This is an optimization exercise on Yosys and OpenROAD, whose aim is small area, a short achievable clock period and few clock cycles, not a production implementation.
RTL that was checked went through simulation tests only; none was proved equivalent to the original.
No activity file was given, so power comes from the tool's default toggle rates.

Design woled_ctrl, start of the top module:
module woled_ctrl (
    input  wire        clk,
    input  wire        rst,
    input  wire        req_valid,
    output wire        req_ready,
    input  wire [95:0] req_desc,
    input  wire [15:0] req_len,        
    output reg         ev_valid,
    input  wire        ev_ready,
    output reg  [2:0]  ev_kind,
    output wire [15:0] ev_data,
    input  wire [1:0]  ev_fail,
    output wire [6:0]  pix_x,
    output wire [5:0]  pix_y,
    input  wire        pix_color,
    output wire [15:0] buf_idx,
    input  wire        buf_color,
    output wire [15:0] str_idx,
    input  wire [7:0]  str_byte,
    output wire [7:0]  glyph_ch,
    output wire [2:0]  glyph_row,
    input  wire [7:0]  glyph_bits
);
Size in the first run: about 1800 cells after synthesis, about 180 flip-flops, ~15000 µm² of cells after synthesis.
==> flow/config.mk <==
export PLATFORM = sky130hd
export DESIGN_NAME = woled_ctrl
export DESIGN_NICKNAME = woled_ctrl
export VERILOG_FILES = /design/flow/design.v
export SDC_FILE = /design/flow/constraint.sdc
export NUM_CORES = 4
export LEC_CHECK = 0
export CAP_MARGIN = 20
export CORE_MARGIN = 2
export CORE_UTILIZATION = 40
export SLEW_MARGIN = 20
==> flow/constraint.sdc <==
create_clock -name core_clock -period 12.0 [get_ports {clk}]
set_input_delay 2.4000 -clock core_clock [delete_from_list [all_inputs] [get_ports {clk}]]
set_output_delay 2.4000 -clock core_clock [all_outputs]
set_load 0.01 [all_outputs]
standard.sh (not shown) runs the stock make flow with config.mk's settings and CLKGATE_MAP_FILE= SYNTH_SCRIPT=/design/flow/synth_recipe.tcl, a recipe that flattens the netlist after the stock synthesis.
==> flow/flow/run.sh <==
#!/bin/bash
# Own layout flow: the standard layout (standard synthesis, floorplan,
# placement, CTS, routing, via standard.sh) with these changes to how the
# layout is made; the SDC and the clock period are unchanged:
#  - every input and output port still gets its own buffer, but a plain
#    small buffer cell instead of the delay cell buffer_ports picks by default;
#  - CTS builds the clock tree from smaller clock buffers.
# make's output goes to flow_standard.log; each ORFS step logs under orfs/logs.
set -euo pipefail
MARGIN=${MARGIN:-8}
PORTBUF=${PORTBUF:-sky130_fd_sc_hd__buf_1}
CTSBUF=${CTSBUF:-sky130_fd_sc_hd__clkbuf_8}
bash standard.sh SETUP_SLACK_MARGIN=$MARGIN "BUFFER_PORTS_ARGS=-buffer_cell $PORTBUF" \
  CTS_BUF_LIST=$CTSBUF finish > flow_standard.log 2>&1
The first run finished with timing, DRC and antenna clean.
Testbench counts at the start, summed over its fixed seeds: cycles 340,122.
Rerun with:
--- a/flow/design.v
+++ b/flow/design.v
@@ -17,14 +17,26 @@
     input  wire        buf_color,
     output wire [15:0] str_idx,
     input  wire [7:0]  str_byte,
     output wire [7:0]  glyph_ch,
     output wire [2:0]  glyph_row,
     input  wire [7:0]  glyph_bits
 );
+    function [20:0] radd;
+        input [20:0] a, b;
+        integer i;
+        reg c;
+        begin
+            c = 1'b0;
+            for (i = 0; i < 21; i = i + 1) begin
+                radd[i] = a[i] ^ b[i] ^ c;
+                c = (a[i] & b[i]) | (c & (a[i] ^ b[i]));
+            end
+        end
+    endfunction
     localparam [2:0] EV_DC = 3'd0, EV_CS = 3'd1, EV_XFER = 3'd2, EV_DELAY = 3'd3,
                      EV_RSP = 3'd4, EV_HALT = 3'd5;
     localparam [3:0] C_BAD = 4'h0, C_INIT = 4'h1, C_SFC = 4'h2, C_SFB = 4'h3,
                      C_CLR = 4'h4, C_DSP = 4'h5, C_TXT = 4'h6;
     localparam [7:0] F_BUS = 8'h01, F_PIN = 8'h02, F_PINU = 8'h03, F_REQ = 8'h10,
                      F_STATE = 8'h11, F_ARG = 8'h12, F_ADAPTER = 8'h20;
     localparam [2:0] E_IDLE = 3'd0, E_CHECK = 3'd1, E_INIT = 3'd2, E_CMD = 3'd3,
@@ -44,22 +56,24 @@
     wire [7:0]  ch = rh[7:0];       
     wire [7:0]  sr = rh[15:8];      
     wire        is_sfb = (code == C_SFB);
     wire        is_clr = (code == C_CLR);
     wire        is_txt = (code == C_TXT);
     wire        chk    = (st == E_CHECK);
     wire [19:0] xop = is_txt ? (chk ? {1'b0, rw, 3'd0} : 20'd8) : {4'd0, rw};
-    wire [19:0] xa  = {4'd0, rx} + xop;
+    wire [20:0] xa_r = radd({5'd0, rx}, {1'b0, xop});
+    wire [19:0] xa  = xa_r[19:0];
     wire        xe_cl = (xa[19:8] != 12'd0) || (xa[7] && (xa[6:0] != 7'd0));
     wire [7:0]  xe8   = xe_cl ? 8'd127 : (xa[7:0] - 8'd1);
     wire        col_ne = (rx[15:7] == 9'd0) && (xa[19:0] != {4'd0, rx});
     wire [12:0] phw = is_txt ? 13'd1 : rh[15:3];
     wire [3:0]  ylo = {1'b0, ry[2:0]} + {1'b0, rh[2:0]};
     wire        ycin = chk && !is_txt && ylo[3];
-    wire [14:0] ya2 = {1'b0, ry[15:3], 1'b1} + {1'b0, phw, ycin};
+    wire [20:0] ya_r = radd({7'd0, ry[15:3], 1'b1}, {7'd0, phw, ycin});
+    wire [14:0] ya2 = ya_r[14:0];
     wire [13:0] ya  = ya2[14:1];
     wire        pe_cl = (ya >= 14'd9);
     wire [7:0]  pe8   = pe_cl ? 8'd7 : (ya[7:0] - 8'd1);
     wire        pg_ne = (ry[15:6] == 10'd0) && (phw != 13'd0);
     wire        loop_ne = col_ne && pg_ne;
     wire        unal  = (ry[2:0] != 3'd0);
     wire f_c0z = !c0b && !c0h;
@@ -144,15 +158,16 @@
     wire        pstep = prun && (!col_end || cap);
     wire        pchg = col_last && !pg_last;
     wire        bsub = dir && !col_end;
     wire [17:0] bop  = col_end ? 18'd1 : bsub ? ~{2'd0, rw} : {2'd0, rw};
     wire [18:0] bs2  = {1'b0, bi, 1'b1} + {bop, bsub};
     wire [17:0] bs   = bs2[18:1];
     wire [16:0] bnx  = (!bsub && bs[17]) ? 17'h1ffff : bs[16:0];
-    wire [19:0] pn2  = {3'd0, pn} + {1'b0, rw, 3'd0};
+    wire [20:0] pn_r = radd({4'd0, pn}, {2'd0, rw, 3'd0});
+    wire [19:0] pn2  = pn_r[19:0];
     wire [16:0] pnx  = (pn2[19:17] != 3'd0) ? 17'h1ffff : pn2[16:0];
     wire [16:0] pn0  = (rw[15:13] != 3'd0) ? 17'h1ffff : {1'b0, rw[12:0], 3'd0};
     always @(posedge clk) begin
         if (rst) begin
             prun <= 1'b0;
             col  <= 7'd0;
             page <= 3'd0;
Final area fell by 8.1%.
Global-route usage goes down by 1.7 points.
Power is about the same.
First-iteration DRC count drops by 9.5%.
Final cell count went down by 11%.
Clock skew is higher by 0.0059 ns.
Via count shrinks by 13%.
Setup slack got worse by 4.0 ns.
Wire length decreases by 12%.
Clock-buffer cell count drops by 2.
Maximum frequency goes down by 48%.
Register-to-register slack got worse by 4.1 ns.
Sequential power climbs by about 9%.
The RTL of the second run of this note was laid out without a check of its function.

Setup of the baseline:
Another version of the RTL of woled_ctrl (not shown whole).
Size in the first run: ~1500 cells after synthesis, roughly 210 I/O pins.
==> flow/config.mk <==
export PLATFORM = sky130hd
export DESIGN_NAME = woled_ctrl
export DESIGN_NICKNAME = woled_ctrl
export VERILOG_FILES = /design/flow/design.v
export SDC_FILE = /design/flow/constraint.sdc
export NUM_CORES = 4
export LEC_CHECK = 0
export CAP_MARGIN = 20
export CORE_MARGIN = 2
export CORE_UTILIZATION = 40
export SLEW_MARGIN = 20
==> flow/constraint.sdc <==
create_clock -name core_clock -period 12.0 [get_ports {clk}]
set_input_delay 2.4000 -clock core_clock [delete_from_list [all_inputs] [get_ports {clk}]]
set_output_delay 2.4000 -clock core_clock [all_outputs]
set_load 0.01 [all_outputs]
==> flow/flow/run.sh <==
#!/bin/bash
# Own layout flow: the standard layout (standard synthesis, floorplan,
# placement, CTS, routing, via standard.sh) with these changes to how the
# layout is made; the SDC and the clock period are unchanged:
#  - every input and output port still gets its own buffer, but a plain
#    small buffer cell instead of the delay cell buffer_ports picks by default;
#  - CTS builds the clock tree from smaller clock buffers;
#  - the core is smaller and the placement denser, for shorter wires.
# make's output goes to flow_standard.log; each ORFS step logs under orfs/logs.
set -euo pipefail
MARGIN=${MARGIN:-8}
PORTBUF=${PORTBUF:-sky130_fd_sc_hd__buf_1}
CTSBUF=${CTSBUF:-sky130_fd_sc_hd__clkbuf_8}
bash standard.sh SETUP_SLACK_MARGIN=$MARGIN "BUFFER_PORTS_ARGS=-buffer_cell $PORTBUF" \
  CTS_BUF_LIST=$CTSBUF CORE_UTILIZATION=${UTIL:-60} PLACE_DENSITY=${DENS:-0.75} finish > flow_standard.log 2>&1
The baseline: flow completed, timing, DRC and antenna clean
Testbench counts of the baseline, summed over its fixed seeds: cycles 340,417.
Modified inputs, the candidate compared to the baseline
-- flow/design.v --
<<< the baseline, line 29
                     F_STATE = 8'h11, F_ARG = 8'h12, F_ADAPTER = 8'h20;
    localparam [2:0] E_IDLE = 3'd0, E_CHECK = 3'd1, E_INIT = 3'd2, E_CMD = 3'd3,
                     E_DATA = 3'd4, E_DEAD = 3'd5;
    reg  [2:0]  st;
    reg  [4:0]  ph;
>>> the candidate, line 29
                     F_STATE = 8'h11, F_ARG = 8'h12, F_ADAPTER = 8'h20;
    localparam [2:0] E_IDLE = 3'd0, E_CHECK = 3'd1, E_INIT = 3'd2, E_CMD = 3'd3,
                     E_DATA = 3'd4, E_DEAD = 3'd5, E_CHK0 = 3'd6;
    reg  [2:0]  st;
    reg  [4:0]  ph;
<<< the baseline, line 77
    reg         zero_ok, arg_ok;
    reg  [7:0]  chk_code;
    always @(*) begin
        zero_ok = !rsvnz && (code != C_BAD);
>>> the candidate, line 77
    reg         zero_ok, arg_ok;
    reg  [7:0]  chk_code;
    reg  [1:0]  chk_r;              
    always @(*) begin
        zero_ok = !rsvnz && (code != C_BAD);
<<< the baseline, line 134
    assign glyph_ch  = ch;
    assign glyph_row = off;
    wire [2:0]  tc   = col[2:0] - rx[2:0];
    wire        gpix = glyph_bits[tc];   
    wire        pix  = is_txt ? gpix : (is_sfb ? buf_color : pix_color);
    wire        fnow = (is_sfb || is_txt) && (unal || (is_sfb && ({1'b0, bi} >= {2'b00, rlen})));
>>> the candidate, line 135
    assign glyph_ch  = ch;
    assign glyph_row = off;
    reg  [7:0]  tcol;               
    wire        gpix = |(glyph_bits & tcol);   
    wire        pix  = is_txt ? gpix : (is_sfb ? buf_color : pix_color);
    wire        fnow = (is_sfb || is_txt) && (unal || (is_sfb && ({1'b0, bi} >= {2'b00, rlen})));
<<< the baseline, line 165
            pgb  <= 1'b0;
        end else if (pstart) begin
            col     <= rx[6:0];
            page    <= ry[5:3];
>>> the candidate, line 166
            pgb  <= 1'b0;
        end else if (pstart) begin
            tcol    <= 8'd1;
            col     <= rx[6:0];
            page    <= ry[5:3];
<<< the baseline, line 196
                end else begin
                    col     <= col + 7'd1;
                    dir     <= ~dir;
                    col_end <= is_clr;
>>> the candidate, line 198
                end else begin
                    col     <= col + 7'd1;
                    tcol    <= {tcol[6:0], tcol[7]};
                    dir     <= ~dir;
                    col_end <= is_clr;
<<< the baseline, line 264
            a_st   = E_DEAD;
        end else case (st)
            E_IDLE: if (rdy && req_valid) a_st = E_CHECK;
            E_CHECK: begin
                a_ph = 5'd1;
                if (chk_code != 8'd0) begin
                    a_ld   = 1'b1;
                    a_kind = EV_HALT;
                    a_b    = chk_code;
                    a_st   = E_DEAD;
                end else if (code == C_INIT) begin
>>> the candidate, line 267
            a_st   = E_DEAD;
        end else case (st)
            E_IDLE: if (rdy && req_valid) a_st = E_CHK0;
            E_CHK0: a_st = E_CHECK;    
            E_CHECK: begin
                a_ph = 5'd1;
                if (chk_r != 2'd3) begin
                    a_ld   = 1'b1;
                    a_kind = EV_HALT;
                    a_b    = {6'b000100, chk_r};
                    a_st   = E_DEAD;
                end else if (code == C_INIT) begin
<<< the baseline, line 398
            bvalid <= (bvalid || cap) && !(free && a_ld && st == E_DATA);
            more_chars <= is_txt && ((ti + 13'd1) != rw[12:0]);
        end
    end
>>> the candidate, line 402
            bvalid <= (bvalid || cap) && !(free && a_ld && st == E_DATA);
            more_chars <= is_txt && ((ti + 13'd1) != rw[12:0]);
            chk_r      <= (chk_code == 8'd0) ? 2'd3 : chk_code[1:0];
        end
    end
Results
Post-route worst setup slack delta (the candidate -> the baseline): insignificant. The candidate ends up with higher post-synthesis compound-gate area fraction than the baseline does. Flops: the candidate more than the baseline. Comparing the baseline and the candidate, register cell area after layout is lower on the baseline. Diff the baseline -> the candidate: first-pass GRT wire length up 5.5 mm; post-synthesis instance area up 5.3%; clock network fraction of total power down 0.5 points. On maximum frequency, the baseline and the candidate are basically level. Core utilization: the candidate lower than the baseline. Summary of the candidate over the baseline: length of the first detailed-routing pass in iterations lost 1, number of distinct library cells after synthesis picked up an extra 9, cell area picked up an extra 3.8%. On clock period minus final worst setup slack, the baseline and the candidate are basically level. On clock buffer count in the final layout: between the baseline and the candidate, it ends up lower for the candidate.
The RTL of the candidate was laid out without a check of its function.

==> static timing again, ports no longer ideal <==
No port has a modelled driver above. Below, the same layouts with a new extraction and two added sets of constraints. Step 1 (the two cells are an assumption about what drives the block):
set clk [get_ports {clk}]
set_driving_cell -lib_cell sky130_fd_sc_hd__clkbuf_16 $clk
set_driving_cell -lib_cell sky130_fd_sc_hd__buf_2 [delete_from_list [all_inputs] $clk]
Step 2 also shifts input and output timing later by t, the mid clock arrival at the registers, as if the neighbouring blocks saw the same clock. a / b / c = ideal ports / drivers / drivers and shift; a / b = the first two.
| run | t (ns) | setup slack, ns | worst hold slack (ns) | slew at the worst register clock pin (ns) |
|---|---|---|---|---|
| the first run of note 1 | 0.567 | 7.721 / 7.746 / 7.179 | 0.515 / 0.515 / 0.515 | 0.11 / 0.11 |
| the second run of note 1 | 0.546 | 3.720 / 3.720 / 3.720 | 0.494 / 0.494 / 0.494 | 0.12 / 0.12 |
| the baseline | 0.524 | 8.125 / 8.107 / 7.624 | 0.588 / 0.588 / 0.588 | 0.11 / 0.11 |
| the candidate | 0.536 | 8.123 / 8.076 / 7.612 | 0.562 / 0.562 / 0.562 | 0.12 / 0.12 |
After both steps setup and hold are still met in every run listed. The setup slack of the first run of note 1, which loses most, moves by +0.025 ns with the drivers and by -0.542 ns with both steps.
